Context: an optimization exercise on an open-source flow, tuned for small area. The choices shown serve that exercise and are no tape-out recipe. Where RTL was checked, it was by simulation tests only, not by an equivalence proof against the original. No activity file was given, so power comes from the tool's default toggle rates.

==> inputs of exp/zinc <==
Design ivt_remote_core, start of the top module:
module ivt_remote_core (
  input  wire        clk,
  input  wire        rst,           
  input  wire        req_valid,
  output wire        req_ready,
  input  wire [31:0] req_word,
  output wire        resp_valid,
  output wire [31:0] resp_stat,
  output wire [31:0] resp_result,
  input  wire [9:0]  pk_addr,
  output wire [7:0]  pk_data
);
Settings: LEC_CHECK=0, ABC_AREA=1, CAP_MARGIN=20, CORE_MARGIN=2, CORE_UTILIZATION=40, SLEW_MARGIN=20; clock period 10.0 ns.
standard.sh (not shown) runs the stock make flow with config.mk's settings and CLKGATE_MAP_FILE= SYNTH_SCRIPT=/design/flow/synth_recipe.tcl, a recipe that flattens the netlist after the stock synthesis.
==> flow/flow/run.sh <==
#!/bin/bash
# Own layout flow: the standard flow (standard.sh) with three changes in
# how the layout is made:
#  - synthesis maps the logic with an area-oriented ABC script
#    (flow/abc_area.script, used in place of ORFS's abc_area.script; the
#    rest of the synthesis, and so every register and its name, is the
#    standard one);
#  - port buffering uses the smallest buffer cell (every port still gets
#    its buffer);
#  - clock tree synthesis uses the options in flow/cts_args.txt.
# Each step's full output goes to a log file in this folder (synth.log,
# layout.log); ORFS's own per-step logs stay under orfs/logs/.
set -euo pipefail
W=$(pwd)

rm -rf "$W/scripts_area"
cp -r "$FLOW_HOME/scripts" "$W/scripts_area"
cp "$W/flow/abc_area.script" "$W/scripts_area/abc_area.script"

SCRIPTS_DIR="$W/scripts_area" bash "$W/standard.sh" synth > "$W/synth.log" 2>&1

export BUFFER_PORTS_ARGS="-buffer_cell sky130_fd_sc_hd__buf_1"
if [[ -s "$W/flow/cts_args.txt" ]]; then
  export CTS_ARGS="$(cat "$W/flow/cts_args.txt")"
fi
bash "$W/standard.sh" > "$W/layout.log" 2>&1
==> flow/flow/abc_area.script <==
strash
&get -n
&st
&b
&dch
&nf -R 1000 -p -F 8 -A 4 -a
&put
==> flow/flow/cts_args.txt <==
-sink_clustering_enable -repair_clock_nets -dont_use_dummy_load -buf_list sky130_fd_sc_hd__clkbuf_8
==> inputs of exp/amber, as changes to exp/zinc <==
--- a/flow/design.v
+++ b/flow/design.v
@@ -44,40 +44,38 @@
   reg  [7:0]   pacc;
   reg  [3:0]   cause;       
   reg          serr;
   reg  [7:0]   res;         
   reg          res_p;       
   reg          pend;        
   reg          cpy;         
   reg          armed;       
-  reg          rdy;         
   wire [3:0] cnt_nx = (cnt == 4'd12) ? 4'd0 : cnt + 4'd1;   
   wire [12:0] fv_log;
   genvar gb;
   generate
     for (gb = 0; gb < 13; gb = gb + 1) begin : g_fv
       assign fv_log[gb] = fv[12 - gb];    
     end
   endgenerate
-  assign req_ready   = rdy;
   assign resp_valid  = pend & ~cpy & (cnt == 4'd12);
   assign resp_stat   = {12'd0, serr, fv_log, pv, cause, |cause};
   assign resp_result = {20'd0,
                         res_p & res[4], res_p & ~res[7],
                         res_p & (res[4] | res[3]), res_p & ~res[4],
                         res};
   wire [3:0] pk_q  = pk_addr[9:6];
   wire [4:0] pk_df = {1'b0, cnt} - {1'b0, pk_q};
   wire [3:0] pk_s  = pk_df[4] ? pk_df[3:0] + 4'd13 : pk_df[3:0];
   wire [7:0] pk_grp = pd[pk_s];
   wire       pk_bit = pk_grp[pk_addr[5:3]];
   wire       pk_j0  = (pk_addr[9:2] == 8'd0);
   wire       pk_j1  = (pk_addr[9:2] == 8'd1);
-  wire       pk_hi  = pk_addr[2] & pk_bit;                  
+  wire       pk_hi  = pk_addr[2] & (pk_addr[9:3] != 7'd0) & pk_bit;   
   reg  [7:0] pk_b0, pk_b1;
   always @* begin
     if (pk_j0)      begin pk_b0 = 8'h10; pk_b1 = 8'h0E; end
     else if (pk_j1) begin pk_b0 = 8'h08; pk_b1 = 8'h07; end
     else if (pk_hi) begin pk_b0 = 8'h46; pk_b1 = 8'h05; end
     else            begin pk_b0 = 8'hC2; pk_b1 = 8'h01; end
   end
   assign pk_data = pk_addr[1] ? 8'h00 : (pk_addr[0] ? pk_b1 : pk_b0);
@@ -126,16 +124,18 @@
   wire       power_on   = (pwr_sel == 2'b10);
   wire [7:0] power_byte = power_on ? 8'h88 : 8'h84;
   wire [7:0] ion_byte   = ion ? 8'h2F : 8'h0F;
   wire [7:0] b4 = power_on ? {temp_code, 4'h0} : 8'h00;
   wire [7:0] b6 = power_on ? fan_byte : 8'h80;
   wire [7:0] bacc = 8'h55 ^ 8'h5A ^ 8'hF3 ^ 8'h08 ^ b4 ^ power_byte ^ b6 ^
                     8'h18 ^ 8'h10 ^ 8'h01 ^ 8'h00 ^ ion_byte;
   wire [7:0] b12 = {4'h8, bacc[3:0] ^ bacc[7:4]};
+  wire is_enc_x = (op == OP_ENCT) || (op == OP_ENCF) || (op == OP_ENCP) ||
+                  (op == OP_ENCI);
   reg  [3:0] bsel;
   always @* begin
     case (op)
       OP_ENCT: bsel = 4'd13;
       OP_ENCF: bsel = 4'd14;
       OP_ENCP: bsel = 4'd5;
       OP_ENCI: bsel = 4'd11;
       default: bsel = cnt_nx;     
@@ -170,92 +170,131 @@
     else if (power_on && fan_missing)      build_cause = C_FAN_MISSING;
     else if (power_on && fan_unrecog)      build_cause = C_FAN_UNRECOG;
     else                                   build_cause = C_NONE;
   end
   wire [7:0] pr_grp = pd[12];
   wire       pr_bit = pr_grp[pidx[3:1]];
   reg  [7:0] prd_lo;
   always @* begin
-    if (pidx == 8'd0)                prd_lo = 8'h10;
-    else if (pidx == 8'd1)           prd_lo = 8'h08;
-    else if (pidx[0] && pr_bit)      prd_lo = 8'h46;
-    else                             prd_lo = 8'hC2;
+    if (pidx == 8'd0)                              prd_lo = 8'h10;
+    else if (pidx == 8'd1)                         prd_lo = 8'h08;
+    else if (pidx[0] && pr_bit)                    prd_lo = 8'h46;
+    else                                           prd_lo = 8'hC2;
   end
   wire fv_all = &fv;
+  reg [3:0] x_cause;
   reg [7:0] x_res;
-  always @* begin
-    case (op)
-      OP_PXOR:                 x_res = pacc ^ w[7:0];
-      OP_PFOLD:                x_res = {4'd0, pacc[3:0] ^ pacc[7:4]};
-      OP_ENCODE, OP_SEND:      x_res = 8'd211;
-      OP_FRD:                  x_res = fd[12];
-      OP_PRD:                  x_res = prd_lo;
-      OP_REV, OP_PCLR, OP_FWR: x_res = 8'd0;
-      default:                 x_res = bb;      
-    endcase
-  end
-  reg [3:0] op_cause;
-  always @* begin
-    case (op)
-      OP_REV:    op_cause = (k_cnt > 4'd8) ? C_REV_WIDTH : C_NONE;
-      OP_ENCT:   op_cause = temp_ok ? C_NONE : C_TEMP_RANGE;
-      OP_ENCF:   op_cause = fan_missing ? C_FAN_MISSING :
-                            fan_unrecog ? C_FAN_UNRECOG : C_NONE;
-      OP_ENCP:   op_cause = (pwr_sel == 2'b00) ? C_PWR_MISSING :
-                            (pwr_sel == 2'b11) ? C_PWR_CONFLICT : C_NONE;
-      OP_BUILD,
-      OP_SEND:   op_cause = build_cause;
-      OP_ENCODE: op_cause = fv_all ? C_NONE : C_UNWRITTEN;
-      OP_FWR:    op_cause = (idx > 4'd12) ? C_INDEX_RANGE : C_NONE;
-      OP_FRD:    op_cause = (idx > 4'd12) ? C_INDEX_RANGE :
-                            !fv[12] ? C_UNWRITTEN : C_NONE;
-      OP_PRD:    op_cause = (pidx > 8'd210) ? C_INDEX_RANGE :
-                            !pv ? C_UNWRITTEN : C_NONE;
-      default:   op_cause = C_NONE;
-    endcase
-  end
-  wire [3:0] x_cause = illegal_op ? C_ILLEGAL_OP :
-                       rsvd_bad   ? C_RSVD : op_cause;
-  wire       ok      = (x_cause == C_NONE);
-  reg [3:0] x_tap;
-  reg       x_wait;
+  reg       x_res_p;
+  reg       x_hold;        
+  reg       x_now;
   reg       x_arm;
+  reg [3:0] x_tap;
   always @* begin
-    x_tap  = 4'd12;
-    x_wait = 1'b1;
-    x_arm  = 1'b0;
-    case (op)
-      OP_REV:    begin x_tap = k_cnt; x_arm = 1'b1;
-                       if (k_cnt == 4'd0) x_wait = 1'b0; end
-      OP_BUILD,
-      OP_SEND:   x_arm = 1'b1;
-      OP_ENCODE: ;
-      OP_FWR,
-      OP_FRD:    x_tap = idx;
-      OP_PRD:    x_tap = (pidx[7:4] == 4'd13) ? 4'd0 : pidx[7:4];
-      default:   x_wait = 1'b0;
-    endcase
+    x_cause = C_NONE;
+    x_res   = bb;
+    x_res_p = 1'b0;
+    x_hold  = 1'b0;
+    x_now   = 1'b1;
+    x_arm   = 1'b0;
+    x_tap   = 4'd12;
+    if (illegal_op) begin
+      x_cause = C_ILLEGAL_OP;
+    end else if (rsvd_bad) begin
+      x_cause = C_RSVD;
+    end else begin
+      case (op)
+        OP_REV: begin
+          if (k_cnt > 4'd8) x_cause = C_REV_WIDTH;
+          else if (k_cnt == 4'd0) x_res = 8'd0;
+          else begin
+            x_hold = 1'b1;
+            x_now  = 1'b0;
+            x_arm  = 1'b1;
+            x_tap  = k_cnt;
+          end
+        end
+        OP_ENCT: if (!temp_ok) x_cause = C_TEMP_RANGE;
+        OP_ENCF: begin
+          if (fan_missing)      x_cause = C_FAN_MISSING;
+          else if (fan_unrecog) x_cause = C_FAN_UNRECOG;
+        end
+        OP_ENCP: begin
+          if (pwr_sel == 2'b00)      x_cause = C_PWR_MISSING;
+          else if (pwr_sel == 2'b11) x_cause = C_PWR_CONFLICT;
+        end
+        OP_ENCI:  ;
+        OP_PCLR:  x_res = 8'd0;
+        OP_PXOR:  x_res = pacc ^ w[7:0];
+        OP_PFOLD: x_res = {4'd0, pacc[3:0] ^ pacc[7:4]};
+        OP_BUILD, OP_SEND: begin
+          if (build_cause != C_NONE) x_cause = build_cause;
+          else begin
+            x_now = 1'b0;
+            x_arm = 1'b1;
+            if (op == OP_SEND) x_res = 8'd211;
+          end
+        end
+        OP_ENCODE: begin
+          if (!fv_all) x_cause = C_UNWRITTEN;
+          else begin
+            x_res = 8'd211;
+            x_now = 1'b0;
+          end
+        end
+        OP_FWR: begin
+          if (idx > 4'd12) x_cause = C_INDEX_RANGE;
+          else begin
+            x_res = 8'd0;
+            x_now = 1'b0;
+            x_tap = idx;
+          end
+        end
+        OP_FRD: begin
+          if (idx > 4'd12)   x_cause = C_INDEX_RANGE;
+          else begin
+            x_now = 1'b0;
+            x_tap = idx;
+            if (!fv[12])     x_cause = C_UNWRITTEN;
+            else             x_res = fd[12];
+          end
+        end
+        OP_PRD: begin
+          if (pidx > 8'd210) x_cause = C_INDEX_RANGE;
+          else if (!pv)      x_cause = C_UNWRITTEN;
+          else begin
+            x_res   = prd_lo;
+            x_res_p = 1'b1;
+            x_now   = 1'b0;
+            x_tap   = (pidx[7:4] == 4'd13) ? 4'd0 : pidx[7:4];
+          end
+        end
+        default: x_cause = C_ILLEGAL_OP;
+      endcase
+    end
   end
-  wire x_err = illegal_op || rsvd_bad || (op_cause != C_NONE &&
-               !(op == OP_FRD && idx <= 4'd12));    
   reg [3:0] cnt_nx2;
   always @* begin
     case (cnt)
       4'd11:   cnt_nx2 = 4'd0;
       4'd12:   cnt_nx2 = 4'd1;
       default: cnt_nx2 = cnt + 4'd2;
     endcase
   end
-  wire go_nx = x_err || !x_wait ||
+  wire go_nx = x_now ||
                ((armed || cnt == 4'd12 || !x_arm) && cnt_nx2 == x_tap);
+  reg  rdy;
   wire waiting = req_valid & ~pend;
+  assign req_ready = rdy;
   wire accept  = req_valid & rdy;
+  wire ok      = (x_cause == C_NONE);
+  wire is_build = (op == OP_BUILD) || (op == OP_SEND);
   wire is_enc   = (op == OP_ENCODE) || (op == OP_SEND);
-  wire wr_build = waiting && ok && (op == OP_BUILD || op == OP_SEND);
+  wire wr_build = waiting && !illegal_op && !rsvd_bad && is_build &&
+                  build_cause == C_NONE;
   wire wr_fwr   = accept && ok && op == OP_FWR;
   always @(posedge clk) begin
     if (rst) begin
       cnt   <= 4'd0;
       rdy   <= 1'b0;
       pend  <= 1'b0;
       cpy   <= 1'b0;
       armed <= 1'b0;
@@ -279,21 +318,20 @@
         if (ok && op == OP_PXOR) pacc <= pacc ^ w[7:0];
       end else begin
         if (resp_valid) pend <= 1'b0;
         if (cpy && cnt == 4'd11) cpy <= 1'b0;
         if (waiting && cnt == 4'd12) armed <= 1'b1;
       end
     end
   end
-  wire rev_hold = (op == OP_REV) && (k_cnt != 4'd0);
   always @(posedge clk) begin
     if (accept) begin
-      if (!(ok && rev_hold)) res <= ok ? x_res : 8'd0;
-      res_p <= ok && op == OP_PRD;
+      if (!x_hold) res <= ok ? x_res : 8'd0;
+      res_p <= ok & x_res_p;
     end else if (waiting)
       res <= {(cnt_nx == 4'd0) ? 7'd0 : res[6:0], w[cnt_nx[2:0]]};
   end
   wire [7:0] f_in = wr_fwr ? w[7:0] : wr_build ? bb : fd[12];
   wire       v_in = wr_fwr | wr_build | fv[12];
   wire [7:0] p_in = cpy ? {fd[12][1], fd[12][2], fd[12][3], fd[12][4],
                            fd[12][5], fd[12][6], fd[12][7], fd[0][0]}
                         : pd[12];
==> flow/flow/cts_args.txt (replaced) <==
-sink_clustering_enable -repair_clock_nets -dont_use_dummy_load
==> summary.txt <==
Run status
  – Run status: finished clean

STA
  – Fin crit share: 82.7%
  – Maximum operating frequency: 121 MHz

Setup path
  – Critical path depth: 18

Final layout
  – Final core occ: 46.4%
  – Most frequent cells in the layout: 243 x dfxtp_1, 94 x nor2_1, 85 x buf_1

Floorplan
  – DIE AREA: 0.0236 mm2

Power
  – Switching share of total power: 25.9%

Synth
  – Post-Synth XOR/XNOR Area: 2.54%
# the run above: exp/amber

==> summary.txt <==
Final layout
  – Most frequent cells in the layout: 243 x dfxtp_1, 85 x buf_1, 76 x nand2_1
  – Final core occ: 45.5%

Floorplan
  – DIE AREA: 0.0231 mm2

Job
  – Max cap viols: 0

Route
  – Drt pass-1 iters: 9

STA
  – Maximum operating frequency: 121 MHz

Power
  – Switching share of total power: 26.2%

Run status
  – Run status: finished clean

Setup path
  – Critical path depth: 19

Synth
  – Post-Synth XOR/XNOR Area: 2.60%
# the run above: exp/zinc

The RTL of exp/amber was laid out without a check of its function.

---

==> inputs of 01-22 <==
ivt_remote_core, a different RTL version from the one above (not shown whole).
clock: 10.0 ns
lec_check: 0
abc_area: 1
cap_margin: 20
core_margin: 2
core_utilization: 40
cts_buf_list: sky130_fd_sc_hd__clkbuf_4
slew_margin: 20
run.sh (not shown) runs the stock make flow with config.mk's settings and CLKGATE_MAP_FILE= SYNTH_SCRIPT=/design/flow/synth_recipe.tcl, a recipe that flattens the netlist after the stock synthesis.
Stock flow here: none of the scripts above is used.
==> 05-11: changes against 01-22 <==
- CTS_BUF_LIST: sky130_fd_sc_hd__clkbuf_4 -> not set
==> 09-17: changes against 01-22 <==
- CTS_BUF_LIST: sky130_fd_sc_hd__clkbuf_4 -> sky130_fd_sc_hd__clkbuf_8
==> comparison <==
Clock skew: 05-11 is lower than 01-22 (0.033 ns). Against 05-11, the first-iteration DRC count of 01-22 is smaller by about 1.3%. The highest total power belongs to 05-11, the lowest to 01-22. Worst setup slack, highest first: 01-22, 09-17, 05-11. Sequential share of layout area, highest first: 01-22, 09-17, 05-11. In register-to-register slack, 09-17 and 01-22 hardly differ. Flip-flop and latch count is the same in 09-17 and 05-11. Via count, lowest first: 05-11, 09-17, 01-22. Of 01-22 and 09-17, 09-17 has the higher worst hold slack (gap 0.036 ns). Combinational power is about the same in 01-22 and 05-11. In maximum frequency, 09-17 and 05-11 hardly differ.
==> figures <==
| quantity | 05-11 | 01-22 | 09-17 |
|---|---|---|---|
| R2R setup slack | 6.91 ns | 6.91 ns | 6.90 ns |
| Filler-free cell count of the finished design | 1710 | 1770 | 1736 |
| Via count of the first global-routing pass | 8064 | 8338 | 8207 |
| Filler cell count in the final layout | 2486 | 2535 | 2485 |
| Clock tree root driver cell | clkbuf_16 | clkbuf_4 | clkbuf_8 |
| Met2 wire length | 12900 µm | 13100 µm | 13000 µm |
| Worst Hold End | fd[2][7] | fd[12][5] | fd[10][1] |
| Final net count | 1431 | 1466 | 1446 |
| Final wirelength | 27700 µm | 27900 µm | 27800 µm |
| Internal Pwr Total | 1.69 mW | 1.58 mW | 1.62 mW |
| Violation count after the first detailed-route iteration | 448 | 442 | 511 |
| Run status | complete, no violations | complete, no violations | complete, no violations |
| Power in the clock group | 0.959 mW | 0.844 mW | 0.902 mW |
| M1 wire length | 12300 µm | 12400 µm | 12300 µm |
| Met1 layer usage reported by global route | 26.6% | 26.4% | 26.6% |
| Met3 routing resource usage after global routing | 3.61% | 4.42% | 4.44% |
| Vias after detailed routing | 8410 | 8607 | 8442 |
| Total chip power | 2.32 mW | 2.21 mW | 2.26 mW |
| Source of the worst register-to-register timing path | cnt[0] | cnt[1] | cnt[1] |
| Seq pwr share | 43.8% | 46.1% | 44.9% |
| Fraction of area in registers | 42.5% | 42.7% | 42.6% |
| Final min period | 8.39 ns | 8.36 ns | 8.38 ns |
| Clock network fraction of design power | 41.3% | 38.3% | 39.8% |

afterwards: timing with drivers on the ports:
No port has a modelled driver above. Below, the same layouts with a new extraction and two added sets of constraints. Step 1: set_driving_cell puts a clkbuf_16 on clk and a buf_2 on each other input, an assumption about the parent block. Step 2 adds t to the input delays and takes it off the output delays; t is the mean of the earliest and latest rising clock arrival at the registers after step 1. Input paths then give back, and output paths get back, about the clock's delay inside the block. a / b / c = ideal ports / drivers / drivers and shift; a / b = the first two.
run | t, ns | setup WS [ns] | worst hold slack (ns) | pins driven straight from the clock port
exp/zinc | 0.542 | 1.738 / 1.712 / 1.712 | 0.311 / 0.311 / 0.311 | 1
exp/amber | 0.540 | 1.727 / 1.692 / 1.692 | 0.292 / 0.292 / 0.292 | 1
01-22 | 0.726 | 1.637 / 1.606 / 1.606 | 0.285 / 0.285 / 0.285 | 1
05-11 | 0.581 | 1.610 / 1.580 / 1.580 | 0.320 / 0.320 / 0.320 | 1
09-17 | 0.591 | 1.616 / 1.584 / 1.584 | 0.321 / 0.321 / 0.321 | 1
After both steps setup and hold are still met in every run listed. The setup slack of exp/amber, which loses most, moves by -0.035 ns with the drivers and by -0.035 ns with both steps.
